This design comes from an exercise in tuning for small area, a short achievable clock period and few clock cycles on the open sky130 flow, not from production work. RTL that was checked went through simulation tests only; none was proved equivalent to the original. Power and IR drop assume default switching activity.

Design sprite_renderer, start of the top module:
module sprite_renderer (
    input  wire        clk,
    input  wire        rst,
    input  wire [15:0] cfg_tile_mult,
    input  wire [16:0] cfg_tile_len,     
    input  wire [1:0]  cfg_pal_cnt,      
    input  wire [15:0] cfg_nent0,        
    input  wire [15:0] cfg_nent1,        
    input  wire        cfg_debug,
    input  wire        pal_we,
    input  wire        pal_slot,
    input  wire [3:0]  pal_idx,
    input  wire [15:0] pal_wdata,
    input  wire        start,
    input  wire [15:0] attr0,
    input  wire [15:0] attr1,
    input  wire [15:0] attr2,
    output wire        ready,
    output reg         tile_req,
    output reg  [13:0] tile_addr,
    input  wire        tile_gnt,
    input  wire [31:0] tile_rdata,
    output reg         pix_valid,
    output reg  [5:0]  pix_x,
    output reg  [5:0]  pix_y,
    output wire [31:0] pix_rgba,
    output reg         done,
    output wire [6:0]  spr_w,
    output wire [6:0]  spr_h,
    output reg         ev_tile_oor,
    output reg         ev_pidx_oor,
    output reg         ev_pnum_oor
);
    function [2:0] c8lo;
        input [4:0] c;
        begin
            case (c)
                5'd0,  5'd1,  5'd2,  5'd3,  5'd4:           c8lo = 3'd0;
                5'd5,  5'd6,  5'd7,  5'd8:                  c8lo = 3'd1;
                5'd9,  5'd10, 5'd11, 5'd12, 5'd13:          c8lo = 3'd2;
                5'd14, 5'd15, 5'd16, 5'd17:                 c8lo = 3'd3;
                5'd18, 5'd19, 5'd20, 5'd21, 5'd22:          c8lo = 3'd4;
  ...
Size in the first run: about 1800 cells after synthesis, about 730 flip-flops, about 30000 µm² of cells after synthesis.
export LEC_CHECK = 0
export ABC_CLOCK_PERIOD_IN_PS = 3000
export CAP_MARGIN = 20
export CORE_MARGIN = 2
export CORE_UTILIZATION = 40
export PLACE_DENSITY = 0.6
export SETUP_SLACK_MARGIN = 5
export SLEW_MARGIN = 20
create_clock -name core_clock -period 8.0 [get_ports {clk}]
run.sh (not shown) runs the stock make flow with config.mk's settings and CLKGATE_MAP_FILE= SYNTH_SCRIPT=/design/flow/synth_recipe.tcl, a recipe that flattens the netlist after the stock synthesis.
Rerun with:
--- a/flow/design.v
+++ b/flow/design.v
@@ -160,12 +160,13 @@
     reg [31:0] w0, w1;
     reg [7:0]  m0, m1;
     reg        f0, f1;           
     reg        wp, rp;           
     reg        arr;              
     reg [7:0] in_draw, in_oor;
+    reg [7:0] oor_r;
     integer k, j, i;
     always @(*) begin
         for (k = 0; k < 8; k = k + 1) begin
             in_draw[k] = ((|tile_rdata[4*k +: 4]) | dbg_r) &
                          (nbig_r | (tile_rdata[4*k +: 4] < nlo_r));
             in_oor[k]  = ((|tile_rdata[4*k +: 4]) | dbg_r) &
@@ -265,15 +266,16 @@
         else if (acc_gnt & (&tile_addr[2:0]))
             cells_left <= cells_left - 7'd1;
         if (st_idle)
             ev_tile_oor <= 1'b0;
         else if (st_lim)
             ev_tile_oor <= dsat_lt;
+        oor_r <= arr ? in_oor : 8'd0;
         if (st_idle)
             ev_pidx_oor <= 1'b0;
-        else if (arr & (|in_oor))
+        else if (|oor_r)
             ev_pidx_oor <= 1'b1;
         if (arr & ~wp) begin
             w0 <= tile_rdata;
             m0 <= in_draw;
         end else if (af & ~rp) begin
             m0 <= rem;
@@ -302,13 +304,21 @@
     reg [3:0]  p1n;
     reg [2:0]  p1x;
     reg [23:0] rgb;
     assign pix_rgba = {8'hFF, rgb};
     wire [5:0] xm = {6{hf}} & {wsel[3], wsel[3] | wsel[2], wsel[3] | wsel[2] | wsel[1], 3'b111};
     wire [5:0] ym = {6{vf}} & {hsel[3], hsel[3] | hsel[2], hsel[3] | hsel[2] | hsel[1], 3'b111};
-    wire [14:0] pe = slot ? pal1[p1n] : pal0[p1n];
+    reg [14:0] pe;
+    integer q;
+    always @(*) begin
+        pe = 15'd0;
+        for (q = 0; q < 16; q = q + 1) begin
+            pe = pe | ({15{ slot & (p1n == q)}} & pal1[q])
+                    | ({15{~slot & (p1n == q)}} & pal0[q]);
+        end
+    end
     always @(posedge clk) begin
         if (rst) begin
             p1v       <= 1'b0;
             pix_valid <= 1'b0;
             fin_d     <= 1'b0;
         end else begin
Clock power goes up by a few percent.
Synthesized area is higher slightly.
Sequential power increases slightly.
Register-to-register slack degrades by 0.13 ns.
Design area increases by a few percent.
Core utilization grows by 1.1 points.
Hold slack improves by 0.029 ns.
No run of this note included a check of the RTL's function; only the layout flow was run.


== the reference run ==
The RTL this note starts from:
==> flow/design.v <==
module sprite_renderer (
    input  wire        clk,
    input  wire        rst,
    input  wire [15:0] cfg_tile_mult,
    input  wire [16:0] cfg_tile_len,     
    input  wire [1:0]  cfg_pal_cnt,      
    input  wire [15:0] cfg_nent0,        
    input  wire [15:0] cfg_nent1,        
    input  wire        cfg_debug,
    input  wire        pal_we,
    input  wire        pal_slot,
    input  wire [3:0]  pal_idx,
    input  wire [15:0] pal_wdata,
    input  wire        start,
    input  wire [15:0] attr0,
    input  wire [15:0] attr1,
    input  wire [15:0] attr2,
    output wire        ready,
    output reg         tile_req,
    output reg  [13:0] tile_addr,
    input  wire        tile_gnt,
    input  wire [31:0] tile_rdata,
    output reg         pix_valid,
    output reg  [5:0]  pix_x,
    output reg  [5:0]  pix_y,
    output wire [31:0] pix_rgba,
    output reg         done,
    output wire [6:0]  spr_w,
    output wire [6:0]  spr_h,
    output reg         ev_tile_oor,
    output reg         ev_pidx_oor,
    output reg         ev_pnum_oor
);
    function [2:0] c8lo;
        input [4:0] c;
        begin
            case (c)
                5'd0,  5'd1,  5'd2,  5'd3,  5'd4:           c8lo = 3'd0;
                5'd5,  5'd6,  5'd7,  5'd8:                  c8lo = 3'd1;
                5'd9,  5'd10, 5'd11, 5'd12, 5'd13:          c8lo = 3'd2;
                5'd14, 5'd15, 5'd16, 5'd17:                 c8lo = 3'd3;
                5'd18, 5'd19, 5'd20, 5'd21, 5'd22:          c8lo = 3'd4;
                5'd23, 5'd24, 5'd25, 5'd26:                 c8lo = 3'd5;
                5'd27, 5'd28, 5'd29, 5'd30:                 c8lo = 3'd6;
                default:                                    c8lo = 3'd7;
            endcase
        end
    endfunction
    function [3:0] w_oh;
        input [1:0] shape;
        input [1:0] size;
        begin
            case ({shape, size})
                4'b00_00: w_oh = 4'b0001;  4'b00_01: w_oh = 4'b0010;
                4'b00_10: w_oh = 4'b0100;  4'b00_11: w_oh = 4'b1000;
                4'b01_00: w_oh = 4'b0010;  4'b01_01: w_oh = 4'b0100;
                4'b01_10: w_oh = 4'b0100;  4'b01_11: w_oh = 4'b1000;
                4'b10_00: w_oh = 4'b0001;  4'b10_01: w_oh = 4'b0001;
                4'b10_10: w_oh = 4'b0010;  4'b10_11: w_oh = 4'b0100;
                default:  w_oh = 4'b0001;
            endcase
        end
    endfunction
    function [3:0] h_oh;
        input [1:0] shape;
        input [1:0] size;
        begin
            case ({shape, size})
                4'b00_00: h_oh = 4'b0001;  4'b00_01: h_oh = 4'b0010;
                4'b00_10: h_oh = 4'b0100;  4'b00_11: h_oh = 4'b1000;
                4'b01_00: h_oh = 4'b0001;  4'b01_01: h_oh = 4'b0001;
                4'b01_10: h_oh = 4'b0010;  4'b01_11: h_oh = 4'b0100;
                4'b10_00: h_oh = 4'b0010;  4'b10_01: h_oh = 4'b0100;
                4'b10_10: h_oh = 4'b0100;  4'b10_11: h_oh = 4'b1000;
                default:  h_oh = 4'b0001;
            endcase
        end
    endfunction
    reg [14:0] pal0 [0:15];
    reg [14:0] pal1 [0:15];
    always @(posedge clk) begin
        if (pal_we) begin
            if (pal_slot)
                pal1[pal_idx] <= pal_wdata[14:0];
            else
                pal0[pal_idx] <= pal_wdata[14:0];
        end
    end
    reg st_idle, st_mul, st_sub, st_lim, st_run;
    assign ready = st_idle;
    wire accept = st_idle & start;
    reg [3:0]  wsel, hsel;       
    reg        hf, vf;
    reg        slot;
    wire [1:0] a_shape   = attr0[15:14];
    wire [1:0] a_size    = attr1[15:14];
    wire [3:0] a_pnum    = attr2[15:12];
    wire       a_pnum_ok = ({2'b00, a_pnum} < {4'b0000, cfg_pal_cnt});
    assign spr_w = {wsel, 3'b000};
    assign spr_h = {hsel, 3'b000};
    always @(posedge clk) begin
        if (st_idle) begin
            wsel        <= w_oh(a_shape, a_size);
            hsel        <= h_oh(a_shape, a_size);
            hf          <= ~attr0[8] & attr1[12];
            vf          <= ~attr0[8] & attr1[13];
            slot        <= a_pnum_ok & a_pnum[0];
            ev_pnum_oor <= ~a_pnum_ok;
        end
    end
    reg [11:0] tcnt_r;
    reg        dbg_r;
    reg        nbig_r;
    reg [3:0]  nlo_r;
    always @(posedge clk) begin
        tcnt_r   <= cfg_tile_len[16:5];
        dbg_r    <= cfg_debug;
        nbig_r   <= slot ? |cfg_nent1[15:4] : |cfg_nent0[15:4];
        nlo_r    <= slot ? cfg_nent1[3:0] : cfg_nent0[3:0];
    end
    reg [15:0] ms;               
    reg [10:0] ts;               
    reg        tbig;             
    reg [10:0] acc;
    reg        ovf;
    wire [11:0] acc_sum  = {1'b0, acc} + {1'b0, ts};
    wire        mul_last = ~(|ms[15:1]);
    always @(posedge clk) begin
        if (st_idle) begin
            ms   <= cfg_tile_mult;
            ts   <= {1'b0, attr2[9:0]};
            tbig <= 1'b0;
        end else begin
            ms   <= {1'b0, ms[15:1]};
            ts   <= {ts[9:0], 1'b0};
            tbig <= tbig | ts[10];
        end
        if (st_idle) begin
            acc  <= 11'd0;
            ovf  <= 1'b0;
        end else if (ms[0]) begin
            acc <= acc_sum[10:0];
            ovf <= ovf | acc_sum[11] | tbig;
        end
    end
    wire [12:0] dif  = {1'b0, tcnt_r} - {1'b0, ovf, acc};
    reg  [6:0]  dsat;
    always @(posedge clk) begin
        if (st_sub)
            dsat <= dif[12] ? 7'd0 : ((|dif[11:7]) ? 7'd127 : dif[6:0]);
    end
    wire [1:0] wlog = {wsel[3] | wsel[2], wsel[3] | wsel[1]};
    wire [1:0] hlog = {hsel[3] | hsel[2], hsel[3] | hsel[1]};
    wire [2:0] clog = {1'b0, wlog} + {1'b0, hlog};
    reg  [6:0] hm;
    always @(posedge clk)
        hm <= 7'b1111111 << clog;
    wire [6:0] ncells  = hm & ~{hm[5:0], 1'b0};
    wire       dsat_lt = ~(|(dsat & hm));
    reg [31:0] w0, w1;
    reg [7:0]  m0, m1;
    reg        f0, f1;           
    reg        wp, rp;           
    reg        arr;              
    reg [7:0] in_draw, in_oor;
    reg [7:0] oor_r;
    integer k, j, i;
    always @(*) begin
        for (k = 0; k < 8; k = k + 1) begin
            in_draw[k] = ((|tile_rdata[4*k +: 4]) | dbg_r) &
                         (nbig_r | (tile_rdata[4*k +: 4] < nlo_r));
            in_oor[k]  = ((|tile_rdata[4*k +: 4]) | dbg_r) &
                         ~(nbig_r | (tile_rdata[4*k +: 4] < nlo_r));
        end
    end
    wire [31:0] aw = rp ? w1 : w0;
    wire [7:0]  am = rp ? m1 : m0;
    wire        af = rp ? f1 : f0;
    reg  [7:0] lower;                                    
    always @(*) begin
        lower[0] = 1'b0;
        for (j = 1; j < 8; j = j + 1)
            lower[j] = lower[j-1] | am[j-1];
    end
    wire [7:0] oh    = am & ~lower;
    wire [7:0] rem   = am & lower;
    wire       fin   = af & ~(|rem);
    wire       emit  = af & (|am);
    reg [3:0] sel_v;
    always @(*) begin
        sel_v = 4'd0;
        for (i = 0; i < 8; i = i + 1)
            sel_v = sel_v | ({4{oh[i]}} & aw[4*i +: 4]);
    end
    wire [2:0] sel_px = {oh[4] | oh[5] | oh[6] | oh[7],
                         oh[2] | oh[3] | oh[6] | oh[7],
                         oh[1] | oh[3] | oh[5] | oh[7]};
    reg [2:0] tx, ty, py;
    reg       fin_d;
    wire [2:0] twm1 = {wsel[3], wsel[3] | wsel[2], wsel[3] | wsel[2] | wsel[1]};
    reg [6:0] cells_left;
    wire      acc_gnt = tile_req & tile_gnt;
    wire f0_n = (f0 & ~(fin & ~rp)) | (arr & ~wp);
    wire f1_n = (f1 & ~(fin &  rp)) | (arr &  wp);
    wire occ0 = ~f0_n & ~f1_n;               
    wire occ1 = ~(f0_n & f1_n);              
    wire want_acc   = st_lim | (|cells_left[6:1]) |
                      (cells_left[0] & ~(&tile_addr[2:0]));
    wire want_noacc = st_lim ? (|dsat) : (|cells_left);
    always @(posedge clk) begin
        if (rst) begin
            st_idle  <= 1'b1;
            st_mul   <= 1'b0;
            st_sub   <= 1'b0;
            st_lim   <= 1'b0;
            st_run   <= 1'b0;
            tile_req <= 1'b0;
            f0 <= 1'b0; f1 <= 1'b0;
            wp <= 1'b0; rp <= 1'b0;
            arr      <= 1'b0;
            done     <= 1'b0;
        end else begin
            done <= 1'b0;
            arr  <= acc_gnt;
            if (accept) begin
                st_idle <= 1'b0;
                st_mul  <= 1'b1;
            end
            if (st_mul & mul_last) begin
                st_mul <= 1'b0;
                st_sub <= 1'b1;
            end
            if (st_sub) begin
                st_sub   <= 1'b0;
                st_lim   <= 1'b1;
                tile_req <= ~dif[12] & (|dif[11:0]);
            end
            if (st_lim) begin
                st_lim <= 1'b0;
                st_run <= 1'b1;
            end
            if (st_lim | st_run) begin
                if (acc_gnt)
                    tile_req <= want_acc & occ0;
                else
                    tile_req <= want_noacc & occ1;
            end
            if (st_run & ~(|cells_left) & ~arr & ~f0 & ~f1) begin
                st_run  <= 1'b0;
                st_idle <= 1'b1;
                done    <= 1'b1;
            end
            f0 <= f0_n;
            f1 <= f1_n;
            if (arr) wp <= ~wp;
            if (fin) rp <= ~rp;
        end
    end
    always @(posedge clk) begin
        if (st_sub)
            tile_addr <= {acc, 3'b000};
        else if (acc_gnt)
            tile_addr <= tile_addr + 14'd1;
        if (st_lim)
            cells_left <= dsat_lt ? dsat : ncells;
        else if (acc_gnt & (&tile_addr[2:0]))
            cells_left <= cells_left - 7'd1;
        if (st_idle)
            ev_tile_oor <= 1'b0;
        else if (st_lim)
            ev_tile_oor <= dsat_lt;
        oor_r <= arr ? in_oor : 8'd0;
        if (st_idle)
            ev_pidx_oor <= 1'b0;
        else if (|oor_r)
            ev_pidx_oor <= 1'b1;
        if (arr & ~wp) begin
            w0 <= tile_rdata;
            m0 <= in_draw;
        end else if (af & ~rp) begin
            m0 <= rem;
        end
        if (arr & wp) begin
            w1 <= tile_rdata;
            m1 <= in_draw;
        end else if (af & rp) begin
            m1 <= rem;
        end
        if (st_idle) begin
            tx <= 3'd0; ty <= 3'd0; py <= 3'd0;
        end else if (fin_d) begin
            py <= py + 3'd1;
            if (&py) begin
                if (tx == twm1) begin
                    tx <= 3'd0;
                    ty <= ty + 3'd1;
                end else begin
                    tx <= tx + 3'd1;
                end
            end
        end
    end
    reg        p1v;
    reg [3:0]  p1n;
    reg [2:0]  p1x;
    reg [23:0] rgb;
    assign pix_rgba = {8'hFF, rgb};
    wire [5:0] xm = {6{hf}} & {wsel[3], wsel[3] | wsel[2], wsel[3] | wsel[2] | wsel[1], 3'b111};
    wire [5:0] ym = {6{vf}} & {hsel[3], hsel[3] | hsel[2], hsel[3] | hsel[2] | hsel[1], 3'b111};
    reg [14:0] pe;
    integer q;
    always @(*) begin
        pe = 15'd0;
        for (q = 0; q < 16; q = q + 1) begin
            pe = pe | ({15{ slot & (p1n == q)}} & pal1[q])
                    | ({15{~slot & (p1n == q)}} & pal0[q]);
        end
    end
    always @(posedge clk) begin
        if (rst) begin
            p1v       <= 1'b0;
            pix_valid <= 1'b0;
            fin_d     <= 1'b0;
        end else begin
            p1v       <= emit;
            fin_d     <= fin;
            pix_valid <= p1v;
        end
        p1n   <= sel_v;
        p1x   <= sel_px;
        pix_x <= {tx, p1x} ^ xm;
        pix_y <= {ty, py} ^ ym;
        rgb   <= {pe[14:10], c8lo(pe[14:10]),
                  pe[9:5],   c8lo(pe[9:5]),
                  pe[4:0],   c8lo(pe[4:0])};
    end
endmodule
clock: 8.0 ns
lec_check: 0
abc_area: 1
cap_margin: 20
core_margin: 2
core_utilization: 40
cts_cluster_diameter: 80
cts_cluster_size: 24
place_density: 0.6
setup_slack_margin: 5
slew_margin: 20
Edits applied to the flow inputs when going from the reference run to the trial run:
--- a/flow/design.v
+++ b/flow/design.v
@@ -305,19 +305,11 @@
     reg [2:0]  p1x;
     reg [23:0] rgb;
     assign pix_rgba = {8'hFF, rgb};
     wire [5:0] xm = {6{hf}} & {wsel[3], wsel[3] | wsel[2], wsel[3] | wsel[2] | wsel[1], 3'b111};
     wire [5:0] ym = {6{vf}} & {hsel[3], hsel[3] | hsel[2], hsel[3] | hsel[2] | hsel[1], 3'b111};
-    reg [14:0] pe;
-    integer q;
-    always @(*) begin
-        pe = 15'd0;
-        for (q = 0; q < 16; q = q + 1) begin
-            pe = pe | ({15{ slot & (p1n == q)}} & pal1[q])
-                    | ({15{~slot & (p1n == q)}} & pal0[q]);
-        end
-    end
+    wire [14:0] pe = slot ? pal1[p1n] : pal0[p1n];
     always @(posedge clk) begin
         if (rst) begin
             p1v       <= 1'b0;
             pix_valid <= 1'b0;
             fin_d     <= 1'b0;
--- outcome ---
- The trial run drops more vias than the reference run.
- Summary of the trial run over the reference run: clock share of power fell 0.3 points; setup fix buffers added after clock tree synthesis fell 1; synthesized cell area rose 0.89%; core utilization fell 1.4 points.
Testbench counts of the trial run, summed over its fixed seeds: cycles 102,538.
Only the layout flow was run in the reference run; the RTL was not checked for function there.

==> afterwards: timing with drivers on the ports <==
No port has a modelled driver above. Below, the same layouts with a new extraction and two added sets of constraints. Step 1 assumes that a clkbuf_16 drives the clock port and a buf_2 every other input. Step 2 times the ports against the registers' clock, not the clock port: input delays grow and output delays shrink by t, the midpoint of the rising clock arrivals with the driver on. Slacks: no drivers / after step 1 / after step 2; pairs: no drivers / after step 1.
| run | t, ns | slack for setup (ns) | slew at the worst register clock pin (ns) | worst slew at a driven data input, ns | cell pins on the clock port's net |
|---|---|---|---|---|---|
| the first run of note 1 | 0.675 | 4.978 / 4.974 / 4.342 | 0.06 / 0.06 | 0.12 | 1 |
| the second run of note 1 | 0.680 | 5.006 / 4.972 / 4.373 | 0.06 / 0.06 | 0.16 | 1 |
| the reference run | 0.657 | 5.042 / 5.014 / 4.425 | 0.10 / 0.10 | 0.06 | 1 |
| the trial run | 0.659 | 5.064 / 5.006 / 4.493 | 0.10 / 0.10 | 0.09 | 1 |
After both steps setup and hold are still met in every run listed. The setup slack of the first run of note 1, which loses most, moves by -0.004 ns with the drivers and by -0.636 ns with both steps.
